Context: an optimization exercise on an open-source flow, tuned for small area. The choices shown serve that exercise and are no tape-out recipe.
In this exercise RTL edits were held to simulation tests only and were not proved equivalent to the original.
Power figures rest on the tool's default switching activity, not on a simulated workload.

// lhce_parse
module lhce_parse (
    input  wire        clk,
    input  wire        rst,           
    input  wire        start,
    input  wire [3:0]  op,
    input  wire [15:0] src_addr,
    input  wire [15:0] src_len,
    input  wire [31:0] ph_src,
    input  wire [31:0] ph_dst,
    output wire        busy,
    output reg         done,
    output wire        mem_rd,
    output wire [9:0]  mem_addr,
    input  wire [31:0] mem_rdata,
    output wire [3:0]  err_code,
    output wire [3:0]  err_sub,
    output wire [31:0] r_csum,
    output wire [31:0] r_csum_field,
    output wire [31:0] r_ip_len,
    output wire [31:0] r_ip_misc,
    output wire [31:0] r_ip_src,
    output wire [31:0] r_ip_dst,
    output wire [31:0] r_ip_hdr,
    output wire [31:0] r_ip_chk,
    output wire [31:0] r_tcp_ports,
    output wire [31:0] r_tcp_seq,
    output wire [31:0] r_tcp_ack,
    output wire [31:0] r_tcp_ctl,
    output wire [31:0] r_tcp_csum,
    output wire [31:0] r_tcp_hdr,
    output wire [31:0] r_pay,
    output wire [31:0] r_out
);
For scale: roughly 670 I/O pins.
==> flow/config.mk <==
export PLATFORM = sky130hd
export DESIGN_NAME = lhce_parse
export DESIGN_NICKNAME = lhce_parse
export VERILOG_FILES = /design/flow/design.v
export SDC_FILE = /design/flow/constraint.sdc
export NUM_CORES = 4
export LEC_CHECK = 0
export CAP_MARGIN = 20
export CORE_MARGIN = 2
export CORE_UTILIZATION = 60
export CTS_CLUSTER_DIAMETER = 90
export CTS_CLUSTER_SIZE = 30
export PLACE_DENSITY = 0.75
export SLEW_MARGIN = 20
export SYNTH_HIERARCHICAL = 1
export SYNTH_MINIMUM_KEEP_SIZE = 0
==> flow/constraint.sdc <==
create_clock -name core_clock -period 7.0 [get_ports {clk}]
set_input_delay 1.4000 -clock core_clock [delete_from_list [all_inputs] [get_ports {clk}]]
set_output_delay 1.4000 -clock core_clock [all_outputs]
set_load 0.01 [all_outputs]
standard.sh (not shown) runs the stock make flow with config.mk's settings and CLKGATE_MAP_FILE= SYNTH_SCRIPT=/design/flow/synth_recipe.tcl, a recipe that flattens the netlist after the stock synthesis.
==> flow/flow/run.sh <==
#!/bin/bash
# Standard layout (the standard.sh, standard synthesis), with the port
# buffers that global placement inserts made of sky130_fd_sc_hd__buf_1 and
# one tie cell per constant value.
set -euo pipefail
export BUFFER_PORTS_ARGS="-buffer_cell sky130_fd_sc_hd__buf_1"
export SKIP_REPAIR_TIE_FANOUT=1
bash standard.sh > standard.log 2>&1
Rerun with:
--- a/flow/design.v
+++ b/flow/design.v
@@ -113,25 +113,24 @@
                      {5'd0, k6inj, k6inj, 1'b0};
     wire [8:0] asum;
     lhce_rip #(.W(8), .NB(8), .SUB(0)) u_asum (.a(R[7:0]), .b(ain), .ci(cy),
         .s(asum[7:0]), .co(asum[8]));
     wire [15:0] p_tl  = {C[6], C[5]};
     wire [3:0]  p_ihl = C[8][3:0];
     wire [5:0]  p_hl  = {p_ihl, 2'b00};
     wire        tl_over = p_tl > c_len;
     reg  [2:0]  pre_c, pre_s;
     always @(*) begin
         pre_c = 3'd2; pre_s = 3'd0;
-        if (fr && c_len[15:2] == 14'h3FFF)      begin pre_c = 3'd1; pre_s = 3'd2; end
-        else if (fr && {C[10], C[9]} != 16'h0800) begin pre_c = 3'd1; pre_s = 3'd1; end
-        else if (c_len < 16'd20)                 pre_s = 3'd1;
+        if (fr && {C[10], C[9]} != 16'h0800)    begin pre_c = 3'd1; pre_s = 3'd1; end
+        else if (fr && c_len < 16'd20)           pre_s = 3'd1;
         else if (p_ihl < 4'd5)                   pre_s = 3'd2;
         else if (mb != 8'd6)                     pre_s = 3'd3;
         else if (C[8][7:4] != 4'd4)              pre_s = 3'd4;
         else if ({10'd0, p_hl} > p_tl)           pre_s = 3'd5;
         else if ({10'd0, p_hl} > c_len)          pre_s = 3'd6;
         else if (fr && tl_over)                  pre_s = 3'd7;
     end
     wire [3:0]  doffn = C[17][7:4];
     wire [5:0]  doffb = {doffn, 2'b00};
     wire        doff_big = (L[15:6] == 10'd0) & (doffb > L[5:0]);
     wire        sum_ok = (fr ? tok : (R == 16'hFFFF)) & ({C[13], C[12]} != 16'hFFFF);
@@ -168,25 +167,32 @@
             assign C[gi] = cm[8*(gi-20)+7:8*(gi-20)];
         end
     endgenerate
     assign C[28] = cqh[7:0];
     assign C[29] = cqh[15:8];
     reg       fin;
     reg [2:0] fec, fes;
     always @(*) begin
         fin = 1'b0; fec = 3'd0; fes = 3'd0;
         case (st)
         S_IDLE: begin fin = start & ~op_ok; fec = 3'd7; fes = 3'd1; end
-        S_RCHK:  begin fin = rng_bad; fec = 3'd6; fes = 3'd1; end
+        S_RCHK: begin
+            fin = 1'b1;
+            if (rng_bad)                           begin fec = 3'd6; fes = 3'd1; end
+            else if (ipc  && c_len < 16'd20)       begin fec = 3'd2; fes = 3'd1; end
+            else if (tcpc && c_len < 16'd20)       begin fec = 3'd3; fes = 3'd1; end
+            else if (fr   && c_len < 16'd4)        begin fec = 3'd1; fes = 3'd2; end
+            else fin = 1'b0;
+        end
         S_PRE:   begin fin = pre_end & (pre_s != 3'd0); fec = pre_c; fes = pre_s; end
-        S_TINIT: begin fin = (fr | tcpc) & (L < 16'd20); fec = 3'd3; fes = 3'd1; end
+        S_TINIT: begin fin = fr & (L < 16'd20); fec = 3'd3; fes = 3'd1; end
         S_CAP:   begin
             fin = commit;
             if (csum | ipc | tcp_pass) begin fec = 3'd0; fes = 3'd0; end
             else if (!sum_ok)          begin fec = 3'd3; fes = 3'd2; end
             else                       begin fec = 3'd3; fes = 3'd3; end
         end
         default: ;
         endcase
     end
     lhce_rreg #(6) u_err (.clk(clk), .e1(fin & ~rst), .e0(~fin & ~rst),
         .d({fec, fes}), .q({ec, es}), .h({ec, es}));
@@ -227,23 +233,23 @@
             c_len  <= p_tl;
             c_addr <= addr[11:0];    
             O <= 13'd0; R <= 16'd0; cy <= 1'b0;
             st <= fin ? S_IDLE : fr ? S_TINIT : S_ISUM;
         end
         S_TINIT: begin
             R  <= {L[7:0], L[15:8]};
             cy <= 1'b0;
             sw <= 1'b1;
             k  <= 5'd0;
             O  <= 13'd12;
-            st <= fin ? S_IDLE : fr ? S_PS : S_TAIL;    
+            st <= fin ? S_IDLE : fr ? S_PS : S_TAIL;
         end
         S_TAIL: begin
             k <= k_inc;
             if (k == 5'd7) st <= S_K6;
         end
         S_PS: if (at_end) st <= S_K6;
         S_K6: if (!sw) begin st <= S_TSUM; O <= {7'd0, hl}; end
         S_TSUM: if (at_end) begin
             k <= 5'd0;
             O <= {7'd0, hl};
             st <= fr ? S_FLUSH : S_CAP;
- maximum frequency climbs by a few percent
- core utilization stays flat
- synthesized cell count barely changes
- global-route usage came out higher by 0.40 points
- register-to-register slack gains 300 ps
- total power came out higher slightly

[separate check: timing with driven ports]
In the flow no input, the clock included, has a driving cell. The finished layouts below were timed again as built, in two steps. Step 1 assumes that a clkbuf_16 drives the clock port and a buf_2 every other input. Step 2 also shifts input and output timing later by t, the mid clock arrival at the registers, as if the neighbouring blocks saw the same clock. Three values: ideal, step 1, step 2; two values: the first two.
| run | t, ns | slack for setup (ns) | worst setup path at the end | clock arrival spread, ns | worst slew at a driven data input, ns |
|---|---|---|---|---|---|
| the first run | 0.677 | 1.006 / 1.006 / 1.006 | register to register | 0.022 / 0.021 | 0.11 |
| the second run | 0.690 | 1.306 / 1.306 / 1.130 | input to register | 0.046 / 0.047 | 0.11 |
After both steps setup and hold are still met in every run listed. For the second run, which loses most, drivers alone change the setup slack by 0.000 ns; drivers and shift together by -0.176 ns.
